Context: an optimization exercise on an open-source flow, tuned for small area, a short achievable clock period and few clock cycles. The choices shown serve that exercise and are no tape-out recipe. At most, simulation tests tie the RTL to the original design; equivalence was not proved. No functional check of the RTL was part of runs 1, 2 and 5. Power figures rest on the tool's default switching activity, not on a simulated workload.

[flow/config.mk]
export PLATFORM = sky130hd
export DESIGN_NAME = gss_engine
export DESIGN_NICKNAME = gss_engine
export VERILOG_FILES = /design/flow/design.v
export SDC_FILE = /design/flow/constraint.sdc
export NUM_CORES = 4
export LEC_CHECK = 0
export CAP_MARGIN = 20
export CORE_MARGIN = 2
export CORE_UTILIZATION = 40
export PLACE_DENSITY = 0.6
export SETUP_SLACK_MARGIN = 5
export SLEW_MARGIN = 20
export TNS_END_PERCENT = 0
[flow/constraint.sdc]
create_clock -name core_clock -period 10.0 [get_ports {clk}]
set_input_delay 2.0000 -clock core_clock [delete_from_list [all_inputs] [get_ports {clk}]]
set_output_delay 2.0000 -clock core_clock [all_outputs]
set_load 0.01 [all_outputs]
[flow/design.v]
module gss_engine (
    input  wire        clk,
    input  wire        rst,           
    input  wire        start,         
    input  wire [15:0] in_len,        
    output reg         busy,
    output reg         done,
    output reg         err,
    output reg         passthru,
    output reg         rstop,
    output reg  [2:0]  err_code,
    output reg  [3:0]  err_info,
    output wire [15:0] err_pos,
    output reg  [15:0] res_len,
    output reg  [7:0]  hdr_enc,
    output reg  [7:0]  hdr_pack,
    output reg  [31:0] hdr_usize,
    output reg  [15:0] in_addr,
    input  wire [7:0]  in_rdata,
    output wire [15:0] out_addr,
    output reg         out_we,
    output reg  [7:0]  out_wdata,
    input  wire [7:0]  out_rdata
);
    localparam [7:0] CH_D = 8'h44, CH_R = 8'h52, CH_H = 8'h48, CH_W = 8'h57;
    localparam [7:0] CH_B = 8'h42, CH_S = 8'h53;
    localparam [3:0] I_HEADER = 4'd1, I_R_OPERAND = 4'd2, I_OUT_OVERRUN = 4'd6,
                     I_ODD_TAIL = 4'd11, I_OUT_CAP = 4'd12, I_PACK_W = 4'd14,
                     I_NOT_BUILT = 4'd15;
    localparam [3:0]
        S_IDLE  = 4'd0,
        S_HDR   = 4'd1,
        S_CTL   = 4'd2,
        S_CNT   = 4'd3,
        S_VAL   = 4'd4,
        S_FILL  = 4'd5,    
        S_COPY  = 4'd6,
        S_COPY1 = 4'd13,   
        S_RAW   = 4'd7,
        S_END   = 4'd8,    
        S_TL    = 4'd9,    
        S_DRAIN = 4'd10,   
        S_ERR   = 4'd11,   
        S_DONE  = 4'd12,
        S_STOP  = 4'd14,
        S_NOP   = 4'd15;   
    reg [3:0]  state;
    reg [15:0] room;        
    reg [15:0] pk_rem;      
    reg [11:0] cnt;         
    reg [1:0]  xop;         
    reg        fz;          
    reg        mbad;        
    reg        st1;         
    reg        oa0;         
    reg        sflag;       
    reg        fb, fw;      
    reg [7:0]  r1, r2;
    reg [7:0]  tp;          
    reg        br;          
    reg        pv_d;        
    reg [7:0]  px_d;        
    reg        par;         
    reg        sf;          
    wire [15:0] wc = res_len;
    assign out_addr = {res_len[15:1], oa0};
    assign err_pos  = pk_rem;
    wire is_b = fb;
    wire is_w = fw;
    wire ws   = fw | sflag;
    wire [5:0]  c6      = in_rdata[5:0];
    wire [11:0] cnt12   = {cnt[11:8], in_rdata};
    wire        room_nz = (room != 16'd0);
    wire        pk_nz   = (pk_rem != 16'd0);
    wire        pk_one  = (pk_rem == 16'd1);
    wire        room_one = (room == 16'd1);
    wire        cnt_one = (cnt == 12'd1);
    wire        cnt_z   = (cnt == 12'd0);
    wire        o_trunc = ({4'd0, cnt} > pk_rem);
    wire        o_over  = ({4'd0, cnt} > room);
    wire        hdr_dec4 = (state == S_HDR) ? (st1 || cnt[3:0] <= 4'd1) :
                           ((state == S_ERR) && cnt[1:0] != 2'd0);
    wire [15:0] pk_dec   = pk_rem - (hdr_dec4 ? 16'd4 : 16'd1);
    reg         pv;         
    reg  [7:0]  px;         
    wire [7:0]  minu  = is_b ? r1 : r2;
    wire [7:0]  tp_m1 = tp - 8'd1;
    wire        bin   = is_w & par & br;
    wire [8:0]  diff  = {1'b0, minu} - {1'b0, px_d} - {8'd0, bin};
    wire [7:0]  tp_b  = br ? tp_m1 : tp;
    always @(*) begin
        pv = 1'b0;
        px = 8'h00;
        case (state)
            S_VAL:   begin pv = pk_nz & ~o_over & ~cnt_z; px = in_rdata; end
            S_FILL:  begin pv = 1'b1; px = fz ? 8'h00 : px_d; end
            S_COPY:  begin pv = 1'b1; px = in_rdata; end
            S_COPY1: begin pv = ~o_trunc & ~o_over; px = in_rdata; end
            S_RAW:   begin pv = room_nz; px = fz ? 8'h00 : in_rdata; end
            S_END:   begin pv = ~pv_d & par & ws & room_nz; end
            default: ;
        endcase
    end
    task automatic finish;
        begin
            done   <= 1'b1;
            busy   <= 1'b0;
            out_we <= 1'b0;
            pk_rem <= 16'd0;
            state  <= S_DONE;
        end
    endtask
    task automatic raise(input [2:0] code, input [3:0] info, input pos, input pos13);
        begin
            err      <= 1'b1;
            err_code <= code;
            err_info <= info;
            if (pos) begin
                pk_rem   <= in_addr;
                cnt[1:0] <= pos13 ? 2'd0 : 2'd1;
                state    <= S_ERR;
            end else begin
                finish;
                res_len  <= 16'd0;
            end
        end
    endtask
    always @(posedge clk) begin
        if (rst) begin
            state     <= S_IDLE;
            busy      <= 1'b0;
            done      <= 1'b0;
            err       <= 1'b0;
            passthru  <= 1'b0;
            rstop     <= 1'b0;
            err_code  <= 3'd0;
            err_info  <= 4'd0;
            res_len   <= 16'd0;
            pk_rem    <= 16'd0;
            hdr_enc   <= 8'd0;
            hdr_pack  <= 8'd0;
            hdr_usize <= 32'd0;
            out_we    <= 1'b0;
            pv_d      <= 1'b0;
        end else begin
            out_we <= 1'b0;
            if (out_we) begin
                res_len <= wc + 16'd1;
                oa0     <= ~oa0;
            end
            pv_d <= pv;
            if (pv) px_d <= px;
            if (pv_d) begin
                par <= ~par;
                sf  <= 1'b1;
                r1  <= px_d;
                r2  <= r1;
                br  <= diff[8];
                out_we    <= 1'b1;
                out_wdata <= diff[7:0];
                if (!is_b && !ws) out_wdata <= px_d;
                if (sflag && !par) begin
                    tp        <= diff[7:0];
                    out_wdata <= tp_b;
                    out_we    <= sf;
                end
            end
            case (state)
                S_IDLE, S_DONE: begin
                    if (start) begin
                        done      <= 1'b0;
                        busy      <= 1'b1;
                        res_len   <= in_len;
                        pk_rem    <= in_len;
                        in_addr   <= 16'd0;
                        st1       <= 1'b1;
                        state     <= S_HDR;
                    end
                end
                S_HDR: begin
                    st1      <= 1'b0;
                    cnt[3:0] <= st1 ? 4'd0 : cnt[3:0] + 4'd1;
                    in_addr  <= (!st1 && cnt[3:0] == 4'd9) ? 16'd12 : in_addr + 16'd1;
                    if (hdr_dec4) pk_rem <= pk_dec;
                    if (st1) begin
                        err       <= 1'b0;
                        passthru  <= 1'b0;
                        rstop     <= 1'b0;
                        err_code  <= 3'd0;
                        err_info  <= 4'd0;
                        hdr_enc   <= 8'd0;
                        hdr_pack  <= 8'd0;
                        hdr_usize <= 32'd0;
                        mbad      <= 1'b0;
                    end else begin
                        case (cnt[3:0])
                            4'd0: if (in_rdata != 8'h4C) mbad <= 1'b1;
                            4'd1: if (in_rdata != 8'h53) mbad <= 1'b1;
                            4'd2: if (in_rdata != 8'h44) mbad <= 1'b1;
                            4'd3: if (in_rdata != 8'h1A) mbad <= 1'b1;
                            default: ;
                        endcase
                    end
                    if ((st1 && wc < 16'd6) || (!st1 && cnt[3:0] == 4'd4 && mbad)) begin
                        passthru <= 1'b1;
                        finish;
                    end else if (!st1 && cnt[3:0] == 4'd4 && wc < 16'd12) begin
                        raise(3'd2, I_HEADER, 1'b0, 1'b0);
                    end else if (!st1 && cnt[3:0] >= 4'd4 && cnt[3:0] <= 4'd9) begin
                        hdr_usize <= {in_rdata, hdr_usize[31:8]};
                        hdr_pack  <= hdr_usize[7:0];
                        hdr_enc   <= hdr_pack;
                    end
                    if (!st1 && cnt[3:0] == 4'd10) begin
                        room  <= hdr_usize[15:0];
                        res_len <= 16'd0;
                        oa0   <= (hdr_enc == CH_S);
                        sflag <= (hdr_enc == CH_S);
                        fb    <= (hdr_enc == CH_B);
                        fw    <= (hdr_enc == CH_W);
                        fz    <= ~pk_nz;
                        r1 <= 8'd0; r2 <= 8'd0; br <= 1'b0; par <= 1'b0; sf <= 1'b0;
                        tp <= 8'd0;
                        if (hdr_usize[31:16] != 16'd0)
                            raise(3'd1, I_OUT_CAP, 1'b0, 1'b0);
                        else begin
                            case (hdr_pack)
                                CH_R:       state <= S_CTL;
                                CH_W:       raise(3'd4, I_PACK_W, 1'b0, 1'b0);
                                CH_D, CH_H: raise(3'd4, I_NOT_BUILT, 1'b0, 1'b0);
                                default:    state <= S_RAW;
                            endcase
                        end
                    end
                end
                S_CTL: begin
                    if (!room_nz || !pk_nz) begin
                        state <= S_END;
                    end else begin
                        pk_rem <= pk_dec;
                        casez (in_rdata)
                            8'b00??????: begin   
                                cnt   <= {6'd0, c6};
                                fz    <= 1'b1;
                                state <= (c6 == 6'd0) ? S_NOP : S_FILL;
                            end
                            8'b01??????: begin   
                                cnt     <= {6'd0, c6};
                                in_addr <= in_addr + 16'd1;
                                if (c6 != 6'd0) state <= S_COPY1;
                            end
                            8'b10??????: begin   
                                cnt     <= {6'd0, c6};
                                fz      <= 1'b0;
                                in_addr <= in_addr + 16'd1;
                                state   <= S_VAL;
                            end
                            8'b1111????: begin   
                                state <= S_STOP;
                            end
                            default: begin       
                                cnt[11:8] <= in_rdata[3:0];
                                xop       <= in_rdata[5:4];
                                in_addr   <= in_addr + 16'd1;
                                state     <= S_CNT;
                            end
                        endcase
                    end
                end
                S_STOP: begin
                    rstop   <= 1'b1;
                    finish;
                    res_len <= 16'd0;
                end
                S_NOP: begin
                    in_addr <= in_addr + 16'd1;
                    state   <= S_CTL;
                end
                S_CNT: begin
                    pk_rem <= pk_dec;
                    cnt    <= cnt12;
                    if (!pk_nz) raise(3'd2, I_R_OPERAND, 1'b1, 1'b1);
                    else case (xop)
                        2'd0: begin   
                            fz    <= 1'b1;
                            state <= (cnt12 == 12'd0) ? S_NOP : S_FILL;
                        end
                        2'd1: begin   
                            in_addr <= in_addr + 16'd1;
                            state   <= (cnt12 == 12'd0) ? S_CTL : S_COPY1;
                        end
                        default: begin   
                            fz      <= 1'b0;
                            in_addr <= in_addr + 16'd1;
                            state   <= S_VAL;
                        end
                    endcase
                end
                S_VAL: begin
                    pk_rem <= pk_dec;
                    if (!pk_nz)      raise(3'd2, I_R_OPERAND, 1'b1, 1'b1);
                    else if (o_over) raise(3'd3, I_OUT_OVERRUN, 1'b1, 1'b0);
                    else if (cnt_z || cnt_one) begin
                        if (!cnt_z) room <= room - 16'd1;
                        in_addr <= in_addr + 16'd1;
                        state   <= S_CTL;
                    end else begin
                        room  <= room - 16'd1;
                        cnt   <= cnt - 12'd1;
                        state <= S_FILL;
                    end
                end
                S_FILL: begin
                    room <= room - 16'd1;
                    cnt  <= cnt - 12'd1;
                    if (cnt_one || room_one) begin
                        in_addr <= in_addr + 16'd1;
                        state   <= S_CTL;
                    end
                end
                S_COPY1: begin
                    if (o_trunc)     raise(3'd2, I_R_OPERAND, 1'b1, 1'b1);
                    else if (o_over) raise(3'd3, I_OUT_OVERRUN, 1'b1, 1'b1);
                    else begin
                        room    <= room - 16'd1;
                        pk_rem  <= pk_dec;
                        cnt     <= cnt - 12'd1;
                        in_addr <= in_addr + 16'd1;
                        state   <= cnt_one ? S_CTL : S_COPY;
                    end
                end
                S_COPY: begin
                    room    <= room - 16'd1;
                    pk_rem  <= pk_dec;
                    cnt     <= cnt - 12'd1;
                    in_addr <= in_addr + 16'd1;
                    if (cnt_one) state <= S_CTL;
                end
                S_RAW: begin
                    room    <= room - 16'd1;
                    if (pk_nz) pk_rem <= pk_dec;
                    if (pk_one) fz <= 1'b1;
                    in_addr <= in_addr + 16'd1;
                    if (!room_nz || room_one) state <= S_END;
                end
                S_END: begin
                    if (!pv_d) begin
                        if (par & ws) begin
                            if (!room_nz) raise(3'd3, I_ODD_TAIL, 1'b0, 1'b0);
                            else state <= S_TL;
                        end else if (sflag & sf) begin
                            out_we    <= 1'b1;
                            out_wdata <= tp_b;
                            state     <= S_DRAIN;
                        end else begin
                            finish;
                        end
                    end
                end
                S_TL: begin
                    if (!pv_d) begin
                        if (sflag) begin
                            out_we    <= 1'b1;
                            out_wdata <= tp_b;
                            state     <= S_DRAIN;
                        end else begin
                            finish;
                        end
                    end
                end
                S_DRAIN: begin
                    finish;
                end
                S_ERR: begin
                    pk_rem   <= pk_dec;
                    cnt[1:0] <= cnt[1:0] + 2'd1;
                    if (cnt[1:0] == 2'd3) begin
                        finish;
                        pk_rem  <= pk_dec;
                        res_len <= 16'd0;
                    end
                end
                default: state <= S_IDLE;
            endcase
        end
    end
endmodule
[flow/flow/run.sh]
#!/bin/bash
# Standard ORFS layout (standard.sh) with two changes in how it is made:
# the port buffers are buf_1 cells, and repair_timing aims for a setup margin
# of MARGIN ns. Clock period and constraints are unchanged.
set -euo pipefail
MARGIN=7.5
bash standard.sh "BUFFER_PORTS_ARGS=-buffer_cell sky130_fd_sc_hd__buf_1" "SETUP_SLACK_MARGIN=$MARGIN" finish > standard_flow.log 2>&1
[flow/standard.sh]
#!/bin/bash
# synth_recipe.tcl (not shown) runs the flow's synth.tcl, then flattens the netlist and writes it again
# the make line also repeats each setting of config.mk as NAME=value (left out here)
make -C /OpenROAD-flow-scripts/flow DESIGN_CONFIG=/design/flow/config.mk WORK_HOME=/design/flow/orfs CLKGATE_MAP_FILE= SYNTH_SCRIPT=/design/flow/synth_recipe.tcl "${@:-finish}"
==> results of run 1 <==
## synth_stat cells (15+ instances only)
cell type | count | area, um^2
nand2_1 | 172 | 646
buf_4 | 16 | 120
nand4_1 | 18 | 113
xor2_1 | 22 | 193
xnor2_1 | 57 | 499
o21ai_0 | 109 | 546
or3_1 | 19 | 119
inv_1 | 57 | 214
dfxtp_1 | 98 | 1960
a21oi_1 | 83 | 415
nor2_1 | 176 | 661
nor3_1 | 39 | 195
a211oi_1 | 22 | 165
edfxtp_1 | 96 | 2880
clkbuf_1 | 60 | 225
nor4_1 | 28 | 175
o211ai_1 | 15 | 113
and2_1 | 19 | 119
a22oi_1 | 54 | 405
nand3_1 | 38 | 190
and3_1 | 18 | 113
ha_1 | 48 | 601
mux2i_1 | 28 | 280
## metal layers
layer	global-route usage (%)	up-vias	wire length [um]
met5	0	-	0
met4	9.47	0	1230
met3	5.73	82	3870
met2	41.1	549	19900
met1	36.8	6098	20200
li1	-	5998	-
## worst register-to-register path: cells and delay by family (launching register included)
| family | cells | cell delay [ps] |
|---|---|---|
| AND/OR/NAND/NOR | 5 | 1090 |
| AO/OA/AOI/OAI | 6 | 980 |
| flip-flops | 1 | 530 |
| adder cells (fa/ha/maj) | 2 | 380 |
| buffers and inverters | 3 | 320 |
| XOR/XNOR | 1 | 230 |
## metrics by stage
stage	area (um^2)	instances	setup slack, ps
after floorplan	13000	1549	6170
after global placement	13900	2039	5050
after detailed placement	13900	2040	4980
after CTS	15000	2109	6550
after global routing	15000	2110	6240
final	15000	2110	6350
## cells by family after synthesis
| group | after synthesis | share of synthesized area (%) |
|---|---|---|
| multiplexers | 31 | 2.43 |
| AND/OR/NAND/NOR | 602 | 22.4 |
| adder cells (fa/ha/maj) | 50 | 4.95 |
| AO/OA/AOI/OAI | 434 | 22.2 |
| flip-flops | 194 | 37.4 |
| buffers and inverters | 159 | 5.29 |
| XOR/XNOR | 79 | 5.34 |
## path summary, 6_finish.rpt
| path | from | cells after the start | slack (ps) | end |
|---|---|---|---|---|
| setup / recovery | cnt[0]$_DFFE_PP_ | 17 | 6350 | pk_rem[4]$_SDFFE_PP0P_ |
| hold / removal | err_info[1]$_SDFFE_PP0P_ | 2 | 480 | err_info[1]$_SDFFE_PP0P_ |
| setup reg to reg | cnt[0]$_DFFE_PP_ | 17 | 6350 | pk_rem[4]$_SDFFE_PP0P_ |
| hold reg to reg | err_info[1]$_SDFFE_PP0P_ | 2 | 480 | err_info[1]$_SDFFE_PP0P_ |
## flip-flops by register name (all words and copies together) (netlist names), 12 cells and up
name,count
hdr_usize,32
res_len,16
in_addr,16
pk_rem,16
cnt,12
room,16
## cell type report
cell class	count	share of cell area (%)
well taps	402	3.34
repair buffers	224	7.79
flip-flops and latches	194	32.2
clock inverters	15	1.03
inverters	62	1.63
multi-input cells	1196	51.2
clock buffers	17	2.83
## power by group
group / internal (mW) / total (mW) / switching, mW
combinational: 0.795 / 2.08 / 1.28
clock: 0.350 / 0.692 / 0.342
sequential: 1.02 / 1.21 / 0.198
total: 2.16 / 3.99 / 1.82
## repair_timing
| action | 4_1_cts | 5_1_grt |
|---|---|---|
| gates cloned | 0 | 0 |
| setup buffers | 37 | 1 |
| endpoints found under the setup margin | 346 | 352 |
| gates resized for setup | 56 | 1 |
| pin swaps | 25 | 0 |
==> metrics.yaml, run 1 <==
run_status:
  status: "timing/DRC/antenna clean"
power_and_ir_drop:
  leakage_nw: 5.23
  power_mw: 3.99
  ir_worst_vdd_mv: 0.141
  power_density_nw_per_um2: 265
route:
  drc: 0
  vias_per_cell: 6.03
  drt_wl_total_mm: 45.2
  first_pass_iters: 8
  vias: 12700
  drt_iter0_drc: 1341
  wl_per_cell_um: 21.4
  postRouteAntennaNets: 0
worst_setup_path:
  cp_common_cell: "ha_4"
  critPathMaxStageDelay_ps: 530
  crit_type: "flip-flop to flip-flop"
  start_kind: "flip-flop"
  cp_top_family: "simple AND/OR/NAND/NOR gates"
  cp.arrival_ps: 3990
  cp_max_fo: 7
  end_kind: "flip-flop"
  crit_buf_inv: 3
  crit_chain: "inv_2, ha_4, or2_4, a211oi_4, or3_4, clkinv_4, nor2_4, ha_4, o21bai_1, o22ai_2, o32ai_4, buf_12, nand2_1, xnor2_2, a21oi_1, nor4_2, o21ai_1"
  critPathRequiredTime_ps: 10340
  crit_path_top_delay_cell: "edfxtp_1"
grt:
  grt_pass1_wl_mm: 69.4
  antenna_found_initial: 0
  grt_pass1_vias: 12000
  grt_max_degree: 71
  grt-ovfl-total: 0
  grt_usage_pct: 26.7
finish:
  area_growth_pct: 16.1
  nets: 1780
  layout_common_cells: "nor2_1, nand2_1, buf_1"
  final_common_cell: "nor2_1"
  fill_cells: 3198
  fin_util_pct: 47.4
  diodes: 0
  multi_input_area_um2: 7690
  final-seq-area_um2: 4850
  drive_gt1_share_pct: 9.89
clocking:
  cts_tree: "done"
  clkLatencyLatePin_ps: 470
  holdBufCountCts: 0
  cts_buffers: 17
  ctsLongestPathBuffers: 2
  cts.sinks: 194
  htreeDepth: 4
  clk_pin_slew_worst_paths_ps: 70
  cts-root-buf: "clkbuf_16"
sta:
  clock_skew_ps: 20.1
  slew_viol_final: 0
  grt_setup_unrepaired: "yes"
  tightest_slew_ps: 1110
  setup_viol: 0
  hold_viol: 0
  max_freq_mhz: 274
  slew_headroom_pct: 24.1
  hold_ws_ps: 478
  fin_crit_ps: 3650
  min_period_over_period_pct: 36.5
  fin_setup_tns_ps: 0
floorplan:
  fp.dieH_um: 184
  pin_count: 168
  dieWidth_um: 184
  start_util_pct: 40.8
  fp-row-count: 65
  die-area_um2: 33800
  core_area_um2: 31700
min_path:
  min_path_type: "flip-flop to flip-flop"
synth:
  yosysSeqAreaShare_pct: 37.4
  synthFlopType: "dfxtp_1"
  yosys_register_bits: 194
  synthCells: 1549
  synth-edff-count: 96
  syn_nets: 1634
  yosys_warnings: 1
  synth_area_um2: 12900
  synth.avg_cell_area_um2: 8.36
  yosysUniqueCellTypes: 85
  postSynth.asyncResetShare_pct: 0
job:
  drv_cap: 0
placement:
  globalplace.congestion: 0.961
  detailed_place_hpwl_mm: 32.4
  port_buffers: 159
==> inputs of run 2 (changes only) <==
--- a/flow/design.v
+++ b/flow/design.v
@@ -93,8 +93,8 @@
         px = 8'h00;
         case (state)
-            S_VAL:   begin pv = pk_nz & ~o_over & ~cnt_z; px = in_rdata; end
+            S_VAL:   begin pv = ~cnt_z; px = in_rdata; end
             S_FILL:  begin pv = 1'b1; px = fz ? 8'h00 : px_d; end
             S_COPY:  begin pv = 1'b1; px = in_rdata; end
-            S_COPY1: begin pv = ~o_trunc & ~o_over; px = in_rdata; end
+            S_COPY1: begin pv = 1'b1; px = in_rdata; end
             S_RAW:   begin pv = room_nz; px = fz ? 8'h00 : in_rdata; end
             S_END:   begin pv = ~pv_d & par & ws & room_nz; end
@@ -168,13 +168,4 @@
             case (state)
                 S_IDLE, S_DONE: begin
-                    if (start) begin
-                        done      <= 1'b0;
-                        busy      <= 1'b1;
-                        res_len   <= in_len;
-                        pk_rem    <= in_len;
-                        in_addr   <= 16'd0;
-                        st1       <= 1'b1;
-                        state     <= S_HDR;
-                    end
                 end
                 S_HDR: begin
@@ -383,4 +374,13 @@
                 default: state <= S_IDLE;
             endcase
+            if (start && !busy) begin
+                done      <= 1'b0;
+                busy      <= 1'b1;
+                res_len   <= in_len;
+                pk_rem    <= in_len;
+                in_addr   <= 16'd0;
+                st1       <= 1'b1;
+                state     <= S_HDR;
+            end
         end
     end
--- a/flow/flow/run.sh
+++ b/flow/flow/run.sh
@@ -4,4 +4,4 @@
 # of MARGIN ns. Clock period and constraints are unchanged.
 set -euo pipefail
-MARGIN=7.5
+MARGIN=7
 bash standard.sh "BUFFER_PORTS_ARGS=-buffer_cell sky130_fd_sc_hd__buf_1" "SETUP_SLACK_MARGIN=$MARGIN" finish > standard_flow.log 2>&1
==> run 2 against run 1 <==
  * Sequential power about the same
  * Synthesized cell count fell by 3.4%
  * Largest cell class unchanged
  * Combinational power shrank 13%
  * Global-route usage decreased by 1.3 points
==> metrics.yaml, run 2 <==
run_status:
  status: "timing/DRC/antenna clean"
power_and_ir_drop:
  leakage_nw: 5.07
  power_mw: 3.73
  power_density_nw_per_um2: 258
  ir_worst_vdd_mv: 0.120
floorplan:
  fp.dieH_um: 183
  core_area_um2: 31500
  start_util_pct: 40.5
  pin_count: 168
  die-area_um2: 33300
  fp-row-count: 65
  dieWidth_um: 183
synth:
  synth_most_common_cell: "nor2_1"
  syn_nets: 1580
  synthFlopType: "dfxtp_1"
  yosysUniqueCellTypes: 88
  synthCells: 1496
  synth_top_area_share_pct: 22.6
  synth_common_cells: "nor2_1, nand2_1, a21oi_1"
  synth_area_leaders: "edfxtp_1, dfxtp_1, nor2_1"
  yosys_register_bits: 194
  yosys_warnings: 1
  synth_top_cell_by_area: "edfxtp_1"
  synth.avg_cell_area_um2: 8.53
  synth-edff-count: 96
  postSynth.asyncResetShare_pct: 0
  synth_area_um2: 12800
  yosysSeqAreaShare_pct: 38.0
job:
  drv_cap: 0
clocking:
  ctsLongestPathBuffers: 2
  clk_pin_slew_worst_paths_ps: 80
  cts.sinks: 194
  htreeDepth: 4
  clkLatencyLatePin_ps: 460
  cts_tree: "done"
  cts-root-buf: "clkbuf_16"
  holdBufCountCts: 0
  cts_buffers: 17
sta:
  slew_headroom_pct: 26.3
  max_freq_mhz: 262
  setup_viol: 0
  clock_skew_ps: 11.9
  hold_viol: 0
  slew_viol_final: 0
  hold_ws_ps: 498
  tightest_slew_ps: 1100
  grt_setup_unrepaired: "yes"
  fin_ws_ps: 6180
  min_period_over_period_pct: 38.2
  fin_crit_ps: 3820
  fin_setup_tns_ps: 0
min_path:
  hold_path_end: "done$_SDFFE_PP0P_"
  min_path_type: "flip-flop to flip-flop"
  hold_start: "done$_SDFFE_PP0P_"
  min_delay_path_depth: 2
placement:
  detailed_place_hpwl_mm: 31.4
  placed_area_um2: 13600
  dpl.cell_count: 1973
  globalplace.congestion: 0.950
  port_buffers: 159
  pre_cts_ws_ps: 5400
worst_setup_path:
  end_kind: "flip-flop"
  rr_worst_depth: 16
  timing.rr.end: "pk_rem[12]$_SDFFE_PP0P_"
  cp_max_fo: 8
  start_kind: "primary input"
  r2r_setup_slack_ps: 6350
  critPathRequiredTime_ps: 10350
  cp.arrival_ps: 4180
  rr_startpoint: "cnt[0]$_DFFE_PP_"
  crit_type: "primary input to flip-flop"
finish:
  layout_common_cells: "nor2_1, buf_1, nand2_1"
  fin_cells: 2016
  final_common_cell: "nor2_1"
  fin_util_pct: 45.9
  fill_cells: 3098
  largest_register_ffs: 32
  top_register: "hdr_usize"
  fin_area_um2: 14500
  diodes: 0
  multi_input_area_um2: 7370
  area_growth_pct: 13.3
  nets: 1685
  drive_gt1_share_pct: 8.18
  final-seq-area_um2: 4840
route:
  drt_iter0_drc: 1259
  postRouteAntennaNets: 0
  drt_wl_total_mm: 42.7
  first_pass_iters: 6
  drc: 0
  wl_per_cell_um: 21.2
  vias_per_cell: 6.00
  vias: 12100
grt:
  grt_pass1_wl_mm: 65.9
  antenna_found_initial: 0
  grt-ovfl-total: 0
  grt_usage_pct: 25.4
  grt_pass1_vias: 11200
  grt_max_degree: 54
-- run 2: cell types whose count changed after synthesis, sizes merged, moves of 11 or more --
cell,previous run,this run
a21oi,84,102
and2,19,8
buf,37,48
nand2,172,115
nor2,180,200
o21ai,117,96
or3,19,5
-- run 2: worst max-delay path by stage --
stage / startpoint / depth (start not counted) / to
4_1_cts: in_rdata[5] / 9 / state[3]$_SDFFE_PP0P_
5_1_grt: in_rdata[5] / 9 / state[2]$_SDFFE_PP0P_
3_5_place_dp: in_rdata[1] / 9 / state[3]$_SDFFE_PP0P_
3_3_place_gp: in_rdata[1] / 9 / state[3]$_SDFFE_PP0P_
6_report: in_rdata[5] / 9 / state[2]$_SDFFE_PP0P_
2_1_floorplan: in_rdata[4] / 8 / state[0]$_SDFFE_PP0P_
-- run 2: logic make-up after synthesis --
logic type	Yosys count	share of synthesized area, %
AND/OR/NAND/NOR	550	21.1
XOR/XNOR	85	5.84
buffers and inverters	165	5.73
multiplexers	35	2.78
adder cells (fa/ha/maj)	49	4.92
flip-flops	194	38.0
AO/OA/AOI/OAI	418	21.7
-- run 2: power by group --
| part | internal [mW] | switching (mW) | total, mW |
|---|---|---|---|
| clock | 0.346 | 0.372 | 0.718 |
| combinational | 0.672 | 1.14 | 1.81 |
| sequential | 1.01 | 0.196 | 1.20 |
-- run 2: area by class of cell --
cell class              count  area share [%]
multi-input cells        1137            51.0
flip-flops and latches    194            33.5
repair buffers            189            6.06
well taps                 402            3.48
clock buffers              17            2.94
inverters                  62            1.61
clock inverters            15            1.37
-- run 2: repair_timing --
item                                    CTS  global route
gates resized for setup                  30            13
pin swaps                                 9             2
endpoints found under the setup margin  337           329
buffers inserted                          9             1
-- run 2: critical path: stages --
cell and delay [ps]:
buf_4 160, or4_4 580, nor4_4 280, nand3_2 150, nor3_1 260, o211ai_1 140
a21oi_1 200, o211ai_1 160, a32o_1 230
-- run 2: metal layers --
layer	global-route usage (%)	wire [um]	share of wire (%)	vias up
met5	0	0	0	-
met4	8.45	1030	2.4	0
met3	3.81	3140	7.4	70
met2	38.2	19000	44	497
met1	37.1	19500	46	5818
li1	-	-	-	5703
==> inputs of run 3 (changes only) <==
--- a/flow/design.v
+++ b/flow/design.v
@@ -43,6 +43,5 @@
         S_ERR   = 4'd11,   
         S_DONE  = 4'd12,
-        S_STOP  = 4'd14,
-        S_NOP   = 4'd15;   
+        S_STOP  = 4'd14;
     reg [3:0]  state;
     reg [15:0] room;        
@@ -56,5 +55,5 @@
     reg        sflag;       
     reg        fb, fw;      
-    reg [7:0]  r1, r2;
+    reg [7:0]  r1, m;
     reg [7:0]  tp;          
     reg        br;          
@@ -79,13 +78,10 @@
     wire        o_trunc = ({4'd0, cnt} > pk_rem);
     wire        o_over  = ({4'd0, cnt} > room);
-    wire        hdr_dec4 = (state == S_HDR) ? (st1 || cnt[3:0] <= 4'd1) :
-                           ((state == S_ERR) && cnt[1:0] != 2'd0);
-    wire [15:0] pk_dec   = pk_rem - (hdr_dec4 ? 16'd4 : 16'd1);
+    wire [15:0] pk_dec   = pk_rem - 16'd1;
     reg         pv;         
     reg  [7:0]  px;         
-    wire [7:0]  minu  = is_b ? r1 : r2;
     wire [7:0]  tp_m1 = tp - 8'd1;
     wire        bin   = is_w & par & br;
-    wire [8:0]  diff  = {1'b0, minu} - {1'b0, px_d} - {8'd0, bin};
+    wire [8:0]  diff  = {1'b0, m} - {1'b0, px_d} - {8'd0, bin};
     wire [7:0]  tp_b  = br ? tp_m1 : tp;
     always @(*) begin
@@ -94,7 +90,6 @@
         case (state)
             S_VAL:   begin pv = ~cnt_z; px = in_rdata; end
-            S_FILL:  begin pv = 1'b1; px = fz ? 8'h00 : px_d; end
+            S_FILL:  begin pv = ~cnt_z; px = fz ? 8'h00 : px_d; end
             S_COPY:  begin pv = 1'b1; px = in_rdata; end
-            S_COPY1: begin pv = 1'b1; px = in_rdata; end
             S_RAW:   begin pv = room_nz; px = fz ? 8'h00 : in_rdata; end
             S_END:   begin pv = ~pv_d & par & ws & room_nz; end
@@ -118,5 +113,5 @@
             if (pos) begin
                 pk_rem   <= in_addr;
-                cnt[1:0] <= pos13 ? 2'd0 : 2'd1;
+                cnt      <= pos13 ? 12'd13 : 12'd12;
                 state    <= S_ERR;
             end else begin
@@ -155,5 +150,5 @@
                 sf  <= 1'b1;
                 r1  <= px_d;
-                r2  <= r1;
+                m   <= is_b ? px_d : r1;
                 br  <= diff[8];
                 out_we    <= 1'b1;
@@ -173,5 +168,5 @@
                     cnt[3:0] <= st1 ? 4'd0 : cnt[3:0] + 4'd1;
                     in_addr  <= (!st1 && cnt[3:0] == 4'd9) ? 16'd12 : in_addr + 16'd1;
-                    if (hdr_dec4) pk_rem <= pk_dec;
+                    pk_rem   <= pk_dec;
                     if (st1) begin
                         err       <= 1'b0;
@@ -210,6 +205,6 @@
                         fb    <= (hdr_enc == CH_B);
                         fw    <= (hdr_enc == CH_W);
-                        fz    <= ~pk_nz;
-                        r1 <= 8'd0; r2 <= 8'd0; br <= 1'b0; par <= 1'b0; sf <= 1'b0;
+                        fz    <= pk_one;
+                        r1 <= 8'd0; m <= 8'd0; br <= 1'b0; par <= 1'b0; sf <= 1'b0;
                         tp <= 8'd0;
                         if (hdr_usize[31:16] != 16'd0)
@@ -230,20 +225,19 @@
                     end else begin
                         pk_rem <= pk_dec;
+                        if (in_rdata[7]) in_addr <= in_addr + 16'd1;
                         casez (in_rdata)
                             8'b00??????: begin   
                                 cnt   <= {6'd0, c6};
                                 fz    <= 1'b1;
-                                state <= (c6 == 6'd0) ? S_NOP : S_FILL;
+                                state <= S_FILL;
                             end
                             8'b01??????: begin   
-                                cnt     <= {6'd0, c6};
-                                in_addr <= in_addr + 16'd1;
-                                if (c6 != 6'd0) state <= S_COPY1;
+                                cnt   <= {6'd0, c6};
+                                state <= S_COPY1;
                             end
                             8'b10??????: begin   
-                                cnt     <= {6'd0, c6};
-                                fz      <= 1'b0;
-                                in_addr <= in_addr + 16'd1;
-                                state   <= S_VAL;
+                                cnt   <= {6'd0, c6};
+                                fz    <= 1'b0;
+                                state <= S_VAL;
                             end
                             8'b1111????: begin   
@@ -253,5 +247,4 @@
                                 cnt[11:8] <= in_rdata[3:0];
                                 xop       <= in_rdata[5:4];
-                                in_addr   <= in_addr + 16'd1;
                                 state     <= S_CNT;
                             end
@@ -264,8 +257,4 @@
                     res_len <= 16'd0;
                 end
-                S_NOP: begin
-                    in_addr <= in_addr + 16'd1;
-                    state   <= S_CTL;
-                end
                 S_CNT: begin
                     pk_rem <= pk_dec;
@@ -275,9 +264,8 @@
                         2'd0: begin   
                             fz    <= 1'b1;
-                            state <= (cnt12 == 12'd0) ? S_NOP : S_FILL;
+                            state <= S_FILL;
                         end
                         2'd1: begin   
-                            in_addr <= in_addr + 16'd1;
-                            state   <= (cnt12 == 12'd0) ? S_CTL : S_COPY1;
+                            state <= S_COPY1;
                         end
                         default: begin   
@@ -303,7 +291,9 @@
                 end
                 S_FILL: begin
-                    room <= room - 16'd1;
-                    cnt  <= cnt - 12'd1;
-                    if (cnt_one || room_one) begin
+                    if (!cnt_z) begin
+                        room <= room - 16'd1;
+                        cnt  <= cnt - 12'd1;
+                    end
+                    if (cnt_z || cnt_one || room_one) begin
                         in_addr <= in_addr + 16'd1;
                         state   <= S_CTL;
@@ -311,13 +301,8 @@
                 end
                 S_COPY1: begin
-                    if (o_trunc)     raise(3'd2, I_R_OPERAND, 1'b1, 1'b1);
-                    else if (o_over) raise(3'd3, I_OUT_OVERRUN, 1'b1, 1'b1);
-                    else begin
-                        room    <= room - 16'd1;
-                        pk_rem  <= pk_dec;
-                        cnt     <= cnt - 12'd1;
-                        in_addr <= in_addr + 16'd1;
-                        state   <= cnt_one ? S_CTL : S_COPY;
-                    end
+                    in_addr <= in_addr + 16'd1;
+                    if (o_trunc)     raise(3'd2, I_R_OPERAND, 1'b1, 1'b0);
+                    else if (o_over) raise(3'd3, I_OUT_OVERRUN, 1'b1, 1'b0);
+                    else             state <= cnt_z ? S_CTL : S_COPY;
                 end
                 S_COPY: begin
@@ -365,6 +350,6 @@
                 S_ERR: begin
                     pk_rem   <= pk_dec;
-                    cnt[1:0] <= cnt[1:0] + 2'd1;
-                    if (cnt[1:0] == 2'd3) begin
+                    cnt      <= cnt - 12'd1;
+                    if (cnt_one) begin
                         finish;
                         pk_rem  <= pk_dec;
==> run 3 against run 2 <==
  * Power is 7.9% lower
  * Hold slack got worse by 27 ps
  * Utilization up 2.1 points
  * Largest power group unchanged
==> metrics.yaml, run 3 <==
synth:
  synth.avg_cell_area_um2: 8.66
  yosys_register_bits: 194
  synth_most_common_cell: "nor2_1"
  synth-edff-count: 96
  synthFlopType: "dfxtp_1"
  synth_area_um2: 12200
  synth_common_cells: "nor2_1, nand2_1, dfxtp_1"
  yosysSeqAreaShare_pct: 39.7
  syn_nets: 1495
  postSynth.asyncResetShare_pct: 0
  synth_area_leaders: "edfxtp_1, dfxtp_1, ha_1"
  synthCells: 1408
  yosysUniqueCellTypes: 94
  synth_top_area_share_pct: 23.6
  yosys_warnings: 1
  synth_top_cell_by_area: "edfxtp_1"
placement:
  detailed_place_hpwl_mm: 27.0
  port_buffers: 159
  pre_cts_ws_ps: 5610
  dpl.cell_count: 1879
  globalplace.congestion: 0.957
sta:
  hold_ws_ps: 471
  min_period_over_period_pct: 31.4
  fin_crit_ps: 3140
  clock_skew_ps: 17.7
  fin_setup_tns_ps: 0
  max_freq_mhz: 318
  setup_viol: 0
  hold_viol: 0
  slew_headroom_pct: 32.4
  slew_viol_final: 0
  tightest_slew_ps: 1010
  fin_ws_ps: 6860
  grt_setup_unrepaired: "yes"
route:
  postRouteAntennaNets: 0
  drc: 0
  wl_per_cell_um: 20.5
  first_pass_iters: 8
  vias: 11500
  drt_wl_total_mm: 40.1
  drt_iter0_drc: 1202
  vias_per_cell: 5.89
clocking:
  cts.sinks: 194
  clk_pin_slew_worst_paths_ps: 80
  clkLatencyLatePin_ps: 450
  ctsLongestPathBuffers: 2
  cts_buffers: 17
  cts-root-buf: "clkbuf_16"
  cts_tree: "done"
  htreeDepth: 4
finish:
  nets: 1642
  largest_register_ffs: 32
  fill_cells: 2959
  top_register: "hdr_usize"
  multi_input_area_um2: 6830
  layout_common_cells: "nor2_1, nand2_1, buf_1"
  area_growth_pct: 17.4
  fin_cells: 1958
  final-seq-area_um2: 4890
  final_common_cell: "nor2_1"
  diodes: 0
  drive_gt1_share_pct: 12.2
worst_setup_path:
  cp_max_fo: 4
  timing.rr.end: "cnt[9]$_DFFE_PP_"
  cp.arrival_ps: 3250
  start_kind: "primary input"
  critPathRequiredTime_ps: 10110
  end_kind: "flip-flop"
  rr_startpoint: "cnt[0]$_DFFE_PP_"
  crit_type: "primary input to flip-flop"
  rr_worst_depth: 10
  r2r_setup_slack_ps: 6910
job:
  drv_cap: 0
power_and_ir_drop:
  switching_share_pct: 43.6
  p_switching_mw: 1.50
  power_mw: 3.43
  pwr-share-clk_pct: 20.7
  ir_worst_vdd_mv: 0.133
  power_density_nw_per_um2: 240
  p_comb_share_pct: 45.8
  p_int_mw: 1.94
  seqPwrFrac_pct: 33.5
  leakage_nw: 5.14
floorplan:
  fp-row-count: 63
  core_area_um2: 29800
  start_util_pct: 40.9
  pin_count: 168
  dieWidth_um: 179
  fp.dieH_um: 179
  die-area_um2: 31900
grt:
  grt_usage_pct: 25.3
  antenna_found_initial: 0
  grt_pass1_wl_mm: 61.6
  grt_max_degree: 50
  grt-ovfl-total: 0
  grt_pass1_vias: 10600
min_path:
  min_delay_path_depth: 2
  min_path_type: "flip-flop to flip-flop"
  hold_path_end: "done$_SDFFE_PP0P_"
  hold_start: "done$_SDFFE_PP0P_"
run_status:
  status: "timing/DRC/antenna clean"
==> run 3: cell families after synthesis <==
kind of cell	share of synthesized area, %
AND/OR/NAND/NOR	21.2
adder cells (fa/ha/maj)	5.46
multiplexers	1.56
flip-flops	39.7
XOR/XNOR	5.74
AO/OA/AOI/OAI	20.5
buffers and inverters	5.82
==> run 3: worst max-delay path by stage <==
stage | from | to | slack [ps] | cells past startpoint
2_1_floorplan | in_rdata[7] | in_addr[0]$_SDFFCE_PP0P_ | 6430 | 6
6_report | rst | cnt[9]$_DFFE_PP_ | 6860 | 6
3_5_place_dp | in_rdata[7] | in_addr[9]$_SDFFCE_PP0P_ | 5610 | 6
3_3_place_gp | in_rdata[7] | in_addr[14]$_SDFFCE_PP0P_ | 5660 | 6
5_1_grt | cnt[0]$_DFFE_PP_ | cnt[8]$_DFFE_PP_ | 6830 | 10
4_1_cts | in_addr[2]$_SDFFCE_PP0P_ | in_addr[2] | 6920 | 1
==> run 3: stage by stage <==
stage	cell area, um^2	utilization, %
global route	14300	48.1
floorplan	12200	-
CTS	14200	47.8
detailed placement	13000	43.5
global placement	13000	43.5
finish	14300	48.1
==> run 3: critical path, stage by stage <==
cell and delay (ps):
clkbuf_16 130, buf_12 130, a21o_1 180, a221oi_2 240, nand2_2 130, a311oi_4 440
==> run 3: layout make-up <==
type	instances	share of cell area [%]
clock buffer	17	2.97
clock inverter	15	1.32
inverter	63	1.73
multi-input combinational	1059	47.7
sequential	194	34.1
tap	390	3.41
timing repair buffer	219	8.73
timing repair inverter	1	0.0349
==> run 3: what timing repair did <==
action                     CTS  global route
gates cloned                 5             0
resized for setup           90            12
buffers inserted            36             6
hold buffers                 0             0
pin swaps                    9             2
setup endpoints to repair  307           310
==> run 3: metal layers <==
metal,vias to the layer above,GRT usage [%],part of all wire [%]
met5,-,0,0
met4,0,6.20,1.6
met3,49,3.82,7.6
met2,487,39.0,45
met1,5555,36.9,46
li1,5439,-,-
==> run 3: power groups by stage <==
stage               Sequential, mW  Combinational (mW)  Clock [mW]
finish                        1.15                1.57       0.711
global route                  1.16                1.73       0.749
CTS                           1.14                1.52       0.717
detailed placement            1.19                1.37           0
global placement              1.19                1.35           0
floorplan                     1.16                1.03           0
Testbench counts of run 3, summed over its fixed seeds: cycles 134,315.
==> inputs of run 4 (changes only) <==
--- a/flow/flow/run.sh
+++ b/flow/flow/run.sh
@@ -4,4 +4,4 @@
 # of MARGIN ns. Clock period and constraints are unchanged.
 set -euo pipefail
-MARGIN=7
+MARGIN=6.5
 bash standard.sh "BUFFER_PORTS_ARGS=-buffer_cell sky130_fd_sc_hd__buf_1" "SETUP_SLACK_MARGIN=$MARGIN" finish > standard_flow.log 2>&1
--- a/flow/config.mk
+++ b/flow/config.mk
@@ -12,3 +12,2 @@
 export SETUP_SLACK_MARGIN = 5
 export SLEW_MARGIN = 20
-export TNS_END_PERCENT = 0
==> run 4 against run 3 <==
  * Critical path type unchanged
  * Clock power is 0.8% higher
  * Combinational power is about 10% lower
  * Clock-buffer cell count is 1 higher
  * Synthesized area stayed put
  * Power is 3.8% lower
  * Largest cell class unchanged
  * Non-clock buffer count is 42 lower
  * Critical path depth is 2 higher
  * Final cell count is 2.2% lower
  * Cell area is 4.4% lower
==> metrics.yaml, run 4 <==
sta:
  slew_viol_final: 0
  clock_skew_ps: 18.2
  hold_viol: 0
  grt_setup_unrepaired: "no"
  setup_viol: 0
  min_period_over_period_pct: 34.2
  fin_crit_ps: 3420
  max_freq_mhz: 293
  fin_setup_tns_ps: 0
  fin_ws_ps: 6580
  hold_ws_ps: 467
  slew_headroom_pct: 33.4
  tightest_slew_ps: 996
synth:
  synthCells: 1408
  synth_top_area_share_pct: 23.6
  synthFlopType: "dfxtp_1"
  yosys_register_bits: 194
  synth_common_cells: "nor2_1, nand2_1, dfxtp_1"
  synth-edff-count: 96
  synth_area_um2: 12200
  yosysUniqueCellTypes: 94
  yosys_warnings: 1
  synth_area_leaders: "edfxtp_1, dfxtp_1, ha_1"
  postSynth.asyncResetShare_pct: 0
  synth_top_cell_by_area: "edfxtp_1"
  synth.avg_cell_area_um2: 8.66
  synth_most_common_cell: "nor2_1"
  yosysSeqAreaShare_pct: 39.7
  syn_nets: 1495
placement:
  dpl.cell_count: 1877
  placed_area_um2: 12900
  port_buffers: 159
  pre_cts_ws_ps: 5690
  detailed_place_hpwl_mm: 27.2
  globalplace.congestion: 0.936
worst_setup_path:
  crit_path_top_delay_cell: "nor4_1"
  critPathMaxStageDelay_ps: 490
  crit_type: "primary input to flip-flop"
  cp.arrival_ps: 3710
  crit_chain: "buf_1, nand2_1, nand2_1, nand2_1, nand4_1, nand4_1, nor4_1, a21oi_1"
  critPathRequiredTime_ps: 10290
  start_kind: "primary input"
  crit_buf_inv: 1
  cp_top_family: "simple AND/OR/NAND/NOR gates"
  cp_max_fo: 8
  cp_common_cell: "nand2_1"
  end_kind: "flip-flop"
clocking:
  clk_pin_slew_worst_paths_ps: 80
  htreeDepth: 4
  holdBufCountCts: 0
  cts.sinks: 194
  cts_buffers: 17
  clkLatencyLatePin_ps: 460
  ctsLongestPathBuffers: 2
  cts_tree: "done"
  cts-root-buf: "clkbuf_16"
finish:
  final_common_cell: "nor2_1"
  diodes: 0
  fin_area_um2: 13700
  drive_gt1_share_pct: 6.30
  largest_register_ffs: 32
  fin_cells: 1915
  area_growth_pct: 12.3
  top_register: "hdr_usize"
  nets: 1599
  layout_common_cells: "nor2_1, nand2_1, buf_1"
route:
  drc: 0
  vias: 11200
  wl_per_cell_um: 19.8
  postRouteAntennaNets: 0
  first_pass_iters: 6
  vias_per_cell: 5.87
  drt_wl_total_mm: 37.8
  drt_iter0_drc: 1175
floorplan:
  start_util_pct: 40.9
  die-area_um2: 31900
  dieWidth_um: 179
  core_area_um2: 29800
  fp-row-count: 63
  fp.dieH_um: 179
  pin_count: 168
grt:
  grt-ovfl-total: 0
  grt_usage_pct: 23.7
  antenna_found_initial: 1
  grt_pass1_wl_mm: 58.6
  grt_max_degree: 69
  grt_pass1_vias: 10400
power_and_ir_drop:
  pwr-share-clk_pct: 21.7
  power_density_nw_per_um2: 241
  switching_share_pct: 43.4
  p_comb_share_pct: 42.6
  seqPwrFrac_pct: 35.6
  p_int_mw: 1.87
  leakage_nw: 4.80
  ir_worst_vdd_mv: 0.106
  p_switching_mw: 1.43
job:
  drv_cap: 0
run_status:
  status: "timing/DRC/antenna clean"
min_path:
  min_path_type: "flip-flop to flip-flop"
run 4: cell counts after synthesis:
No cell type changed its count.
run 4: per-stage QoR:
step           total power [mW]  utilization (%)
2_1_floorplan              2.19                -
3_3_place_gp               2.54             43.5
3_5_place_dp               2.56             43.5
4_1_cts                    3.29             45.9
5_1_grt                    3.52             46.0
6_report                   3.30             46.0
run 4: layout make-up:
| cell class | count | area (um^2) |
|---|---|---|
| Fill cell | 2993 | 16100 |
| Multi-Input combinational cell | 1058 | 6720 |
| Sequential cell | 194 | 4840 |
| Timing Repair Buffer | 177 | 768 |
| Tap cell | 390 | 488 |
| Clock buffer | 18 | 439 |
| Inverter | 63 | 249 |
| Clock inverter | 14 | 180 |
| Timing Repair inverter | 1 | 5.00 |
run 4: cells by family (layout without fill, tap and decap cells):
family	count (synthesis)	in the layout	share of synthesized area [%]
simple gates	542	542	21.2
compound gates	365	365	20.5
flops	194	194	39.7
buf+inv	156	273	5.82
xor+xnor	80	80	5.74
fa+ha+maj	52	52	5.46
mux	19	19	1.56
run 4: layer usage:
metal,track usage [%],wire [um],up-vias
met1,34.0,17500,5360
li1,-,-,5353
met5,0,0,-
met2,35.2,16500,465
met3,4.58,2990,55
met4,8.47,912,0
run 4: worst min-delay path: cells and delay by family (launching register included):
family	cells	cell delay (ps)
AOI/OAI and AO/OA	1	50
and+or+nand+nor	1	50
DFF	1	330
run 4: power groups by stage:
stage               combinational [mW]  clock (mW)  sequential [mW]
floorplan                         1.03           0             1.16
CTS                               1.39       0.731             1.17
global route                      1.56       0.758             1.19
global placement                  1.35           0             1.19
finish                            1.41       0.717             1.18
detailed placement                1.36           0             1.19
run 4: worst paths after layout:
kind,start,endpoint,slack (ps),depth (start not counted)
worst max-delay path,in_rdata[4],state[0]$_SDFFE_PP0P_,6580,8
worst max register to register,cnt[2]$_DFFE_PP_,pk_rem[8]$_SDFFE_PP0P_,6610,9
worst min-delay path,done$_SDFFE_PP0P_,done$_SDFFE_PP0P_,470,2
worst min register to register,done$_SDFFE_PP0P_,done$_SDFFE_PP0P_,470,2
run 4: timing repair:
| action | 4_1_cts | 5_1_grt |
|---|---|---|
| pin swaps | 3 | 1 |
| buffers inserted | 5 | 0 |
| gates resized for setup | 10 | 7 |
| gates cloned | 1 | 0 |
| endpoints found under the setup margin | 73 | 57 |
==> inputs of run 5 (changes only) <==
--- a/flow/design.v
+++ b/flow/design.v
@@ -32,10 +32,9 @@
         S_HDR   = 4'd1,
         S_CTL   = 4'd2,
-        S_CNT   = 4'd3,
-        S_VAL   = 4'd4,
-        S_FILL  = 4'd5,    
-        S_COPY  = 4'd6,
-        S_COPY1 = 4'd13,   
-        S_RAW   = 4'd7,
+        S_COPY  = 4'd3,
+        S_FILL  = 4'd4,    
+        S_COPY1 = 4'd5,    
+        S_VAL   = 4'd6,    
+        S_CNT   = 4'd7,    
         S_END   = 4'd8,    
         S_TL    = 4'd9,    
@@ -43,5 +42,5 @@
         S_ERR   = 4'd11,   
         S_DONE  = 4'd12,
-        S_STOP  = 4'd14;
+        S_RAW   = 4'd13;
     reg [3:0]  state;
     reg [15:0] room;        
@@ -50,5 +49,5 @@
     reg [1:0]  xop;         
     reg        fz;          
-    reg        mbad;        
+    wire       mbad = (hdr_usize != 32'h1A44534C);    
     reg        st1;         
     reg        oa0;         
@@ -122,21 +121,5 @@
     endtask
     always @(posedge clk) begin
-        if (rst) begin
-            state     <= S_IDLE;
-            busy      <= 1'b0;
-            done      <= 1'b0;
-            err       <= 1'b0;
-            passthru  <= 1'b0;
-            rstop     <= 1'b0;
-            err_code  <= 3'd0;
-            err_info  <= 4'd0;
-            res_len   <= 16'd0;
-            pk_rem    <= 16'd0;
-            hdr_enc   <= 8'd0;
-            hdr_pack  <= 8'd0;
-            hdr_usize <= 32'd0;
-            out_we    <= 1'b0;
-            pv_d      <= 1'b0;
-        end else begin
+        begin
             out_we <= 1'b0;
             if (out_we) begin
@@ -178,20 +161,13 @@
                         hdr_pack  <= 8'd0;
                         hdr_usize <= 32'd0;
-                        mbad      <= 1'b0;
-                    end else begin
-                        case (cnt[3:0])
-                            4'd0: if (in_rdata != 8'h4C) mbad <= 1'b1;
-                            4'd1: if (in_rdata != 8'h53) mbad <= 1'b1;
-                            4'd2: if (in_rdata != 8'h44) mbad <= 1'b1;
-                            4'd3: if (in_rdata != 8'h1A) mbad <= 1'b1;
-                            default: ;
-                        endcase
                     end
                     if ((st1 && wc < 16'd6) || (!st1 && cnt[3:0] == 4'd4 && mbad)) begin
-                        passthru <= 1'b1;
+                        passthru  <= 1'b1;
+                        hdr_usize <= 32'd0;
                         finish;
                     end else if (!st1 && cnt[3:0] == 4'd4 && wc < 16'd12) begin
+                        hdr_usize <= 32'd0;
                         raise(3'd2, I_HEADER, 1'b0, 1'b0);
-                    end else if (!st1 && cnt[3:0] >= 4'd4 && cnt[3:0] <= 4'd9) begin
+                    end else if (!st1 && cnt[3:0] <= 4'd9) begin
                         hdr_usize <= {in_rdata, hdr_usize[31:8]};
                         hdr_pack  <= hdr_usize[7:0];
@@ -226,39 +202,19 @@
                         pk_rem <= pk_dec;
                         if (in_rdata[7]) in_addr <= in_addr + 16'd1;
-                        casez (in_rdata)
-                            8'b00??????: begin   
-                                cnt   <= {6'd0, c6};
-                                fz    <= 1'b1;
-                                state <= S_FILL;
-                            end
-                            8'b01??????: begin   
-                                cnt   <= {6'd0, c6};
-                                state <= S_COPY1;
-                            end
-                            8'b10??????: begin   
-                                cnt   <= {6'd0, c6};
-                                fz    <= 1'b0;
-                                state <= S_VAL;
-                            end
-                            8'b1111????: begin   
-                                state <= S_STOP;
-                            end
-                            default: begin       
-                                cnt[11:8] <= in_rdata[3:0];
-                                xop       <= in_rdata[5:4];
-                                state     <= S_CNT;
-                            end
-                        endcase
+                        state <= {2'b01, in_rdata[7:6]};
+                        fz    <= ~in_rdata[7];
+                        xop   <= in_rdata[5:4];
+                        if (in_rdata[7:6] == 2'b11) cnt[11:8] <= in_rdata[3:0];
+                        else                        cnt       <= {6'd0, c6};
                     end
                 end
-                S_STOP: begin
-                    rstop   <= 1'b1;
-                    finish;
-                    res_len <= 16'd0;
-                end
                 S_CNT: begin
                     pk_rem <= pk_dec;
                     cnt    <= cnt12;
-                    if (!pk_nz) raise(3'd2, I_R_OPERAND, 1'b1, 1'b1);
+                    if (xop == 2'd3) begin           
+                        rstop   <= 1'b1;
+                        finish;
+                        res_len <= 16'd0;
+                    end else if (!pk_nz) raise(3'd2, I_R_OPERAND, 1'b1, 1'b1);
                     else case (xop)
                         2'd0: begin   
@@ -369,4 +325,21 @@
             end
         end
+        if (rst) begin
+            state     <= S_IDLE;
+            busy      <= 1'b0;
+            done      <= 1'b0;
+            err       <= 1'b0;
+            passthru  <= 1'b0;
+            rstop     <= 1'b0;
+            err_code  <= 3'd0;
+            err_info  <= 4'd0;
+            res_len   <= 16'd0;
+            pk_rem    <= 16'd0;
+            hdr_enc   <= 8'd0;
+            hdr_pack  <= 8'd0;
+            hdr_usize <= 32'd0;
+            out_we    <= 1'b0;
+            pv_d      <= 1'b0;
+        end
     end
 endmodule
==> run 5 against run 4 <==
  * Clock skew rose by 5.5 ps
  * Sequential power down 5%
  * Clock power up 3.9%
  * Largest cell class unchanged
  * Critical path depth rose by 2
  * Combinational power decreased by 9.9%
  * Critical path type unchanged
  * Worst setup slack lost 83 ps
  * Clock-buffer cell count decreased by 1
  * Power down 5.2%
  * Non-clock buffer count increased by 7
==> metrics.yaml, run 5 <==
worst_setup_path:
  timing.rr.end: "pk_rem[11]$_SDFFE_PP0P_"
  end_kind: "flip-flop"
  start_kind: "primary input"
  crit_type: "primary input to flip-flop"
  cp_max_fo: 7
  cp.arrival_ps: 3890
  rr_worst_depth: 9
  r2r_setup_slack_ps: 6660
  rr_startpoint: "cnt[0]$_DFFE_PP_"
  critPathRequiredTime_ps: 10390
floorplan:
  fp.dieH_um: 176
  dieWidth_um: 176
  pin_count: 168
  die-area_um2: 30900
  fp-row-count: 62
  core_area_um2: 28900
  start_util_pct: 40.9
synth:
  yosys_warnings: 1
  synthCells: 1412
  synth_area_um2: 11800
  synth-edff-count: 42
  yosysSeqAreaShare_pct: 36.3
  synth_common_cells: "nor2_1, dfxtp_1, nand2_1"
  synth.avg_cell_area_um2: 8.35
  synth_top_cell_by_area: "dfxtp_1"
  synth_most_common_cell: "nor2_1"
  synth_top_area_share_pct: 25.6
  yosysUniqueCellTypes: 93
  synthFlopType: "dfxtp_1"
  yosys_register_bits: 193
  syn_nets: 1499
  synth_area_leaders: "dfxtp_1, edfxtp_1, nor2_1"
  postSynth.asyncResetShare_pct: 0
grt:
  grt-ovfl-total: 0
  grt_pass1_vias: 10400
  grt_pass1_wl_mm: 60.3
  grt_max_degree: 70
  grt_usage_pct: 24.8
  antenna_found_initial: 0
clocking:
  ctsLongestPathBuffers: 2
  htreeDepth: 4
  cts_buffers: 17
  cts_tree: "done"
  clk_pin_slew_worst_paths_ps: 90
  clkLatencyLatePin_ps: 460
  holdBufCountCts: 0
  cts.sinks: 193
  cts-root-buf: "clkbuf_16"
route:
  wl_per_cell_um: 20.3
  vias: 11300
  vias_per_cell: 5.88
  drt_wl_total_mm: 39.1
  first_pass_iters: 6
  drt_iter0_drc: 1132
  postRouteAntennaNets: 0
  drc: 0
min_path:
  hold_path_end: "tp[7]$_DFF_P_"
  hold_start: "tp[7]$_DFF_P_"
  min_delay_path_depth: 2
  min_path_type: "flip-flop to flip-flop"
sta:
  setup_viol: 0
  slew_headroom_pct: 30.7
  clock_skew_ps: 23.8
  tightest_slew_ps: 1030
  min_period_over_period_pct: 35.0
  slew_viol_final: 0
  hold_viol: 0
  fin_crit_ps: 3500
  max_freq_mhz: 286
  fin_setup_tns_ps: 0
  grt_setup_unrepaired: "yes"
  fin_ws_ps: 6500
finish:
  layout_common_cells: "nor2_1, buf_1, dfxtp_1"
  diodes: 0
  drive_gt1_share_pct: 8.44
  final_common_cell: "nor2_1"
  nets: 1614
  fin_area_um2: 13400
  area_growth_pct: 13.9
  top_register: "hdr_usize"
  largest_register_ffs: 32
placement:
  pre_cts_ws_ps: 5520
  globalplace.congestion: 0.925
  placed_area_um2: 12500
  port_buffers: 159
  detailed_place_hpwl_mm: 28.6
power_and_ir_drop:
  power_density_nw_per_um2: 233
  leakage_nw: 4.84
  power_mw: 3.13
  ir_worst_vdd_mv: 0.0961
run_status:
  status: "timing/DRC/antenna clean"
job:
  drv_cap: 0
==> run 5: how the worst max path moves through the flow <==
stage / startpoint / endpoint
global route: in_rdata[7] / in_addr[13]$_SDFFE_PP0P_
finish: in_rdata[7] / in_addr[13]$_SDFFE_PP0P_
CTS: in_rdata[7] / in_addr[6]$_SDFFE_PP0P_
detailed placement: in_rdata[7] / in_addr[6]$_SDFFE_PP0P_
floorplan: in_rdata[7] / in_addr[11]$_SDFFE_PP0P_
global placement: in_rdata[7] / in_addr[5]$_SDFFE_PP0P_
==> run 5: final cells by class <==
type,instances,area [um^2]
Clock buffer,17,425
Inverter,68,255
Fill cell,2931,15400
Multi-Input combinational cell,1063,6970
Timing Repair Buffer,184,801
Sequential cell,193,4280
Clock inverter,15,210
Tap cell,384,480
==> run 5: power by group <==
group	switching [mW]	internal, mW	leakage, nW
clock network	0.390	0.355	0.308
registers	0.165	0.950	1.63
logic	0.778	0.492	2.90
total	1.33	1.80	4.84
==> run 5: critical path: stages <==
cell and delay [ps]:
buf_6 70, buf_6 120, a211oi_2 60, a311o_1 280, a32o_2 250, a31oi_4 200
and2_4 200, o2111ai_4 170, or3_4 410, a21oi_2 120
==> run 5: cell families after synthesis <==
group / share of synthesized area, %
and+or+nand+nor: 22.6
adders and majority gates: 5.65
muxes: 1.87
AOI/OAI and AO/OA: 22.3
buffers and inverters: 6.46
DFF: 36.3
xor gates and xnor gates: 4.83
==> run 5: through the flow <==
stage | hold slack (ps) | util (%) | instances
detailed placement | 465 | 43.3 | 1881
finish | 476 | 46.5 | 1924
global route | 500 | 46.5 | 1924
CTS | 476 | 46.0 | 1920
global placement | 459 | 43.3 | 1881
floorplan | 448 | - | 1412
==> run 5: what timing repair did <==
item / in CTS / in global routing
setup buffers: 7 / 4
endpoints found under the setup margin: 63 / 62
resized for setup: 19 / 25
pin swaps: 3 / 8
==> run 5: routing by layer <==
| metal | vias up | track usage (%) | routed length [um] |
|---|---|---|---|
| met5 | - | 0 | 0 |
| met4 | 0 | 5.75 | 657 |
| met3 | 43 | 4.96 | 2930 |
| met2 | 462 | 38.0 | 17300 |
| met1 | 5432 | 36.0 | 18200 |
| li1 | 5383 | - | - |

## static timing again, ports no longer ideal
The flow's constraints put no driver on any port. The routed layouts listed below were extracted and timed again, unchanged, in two steps.
Step 1 sets driving cells, clkbuf_16 on the clock port and buf_2 on the other inputs (assumed; they add their load-dependent delay and slew).
Step 2 times the ports against the registers' clock, not the clock port: input delays grow and output delays shrink by t, the midpoint of the rising clock arrivals with the driver on.
a / b / c = ideal / step 1 / step 2; a / b = the first two.
run	shift t [ns]	setup WS [ns]	worst setup path at the end	worst data-port slew with drivers (ns)
run 1	0.512	6.353 / 6.353 / 5.966	input to register	0.04
run 2	0.504	6.177 / 6.207 / 5.703	input to register	0.05
run 3	0.501	6.857 / 6.865 / 6.366	input to register	0.07
run 4	0.500	6.581 / 6.608 / 6.111	input to register	0.04
run 5	0.496	6.498 / 6.510 / 6.014	input to register	0.04
After both steps setup and hold are still met in every run listed. For run 3, which loses most, drivers alone change the setup slack by +0.008 ns; drivers and shift together by -0.491 ns.
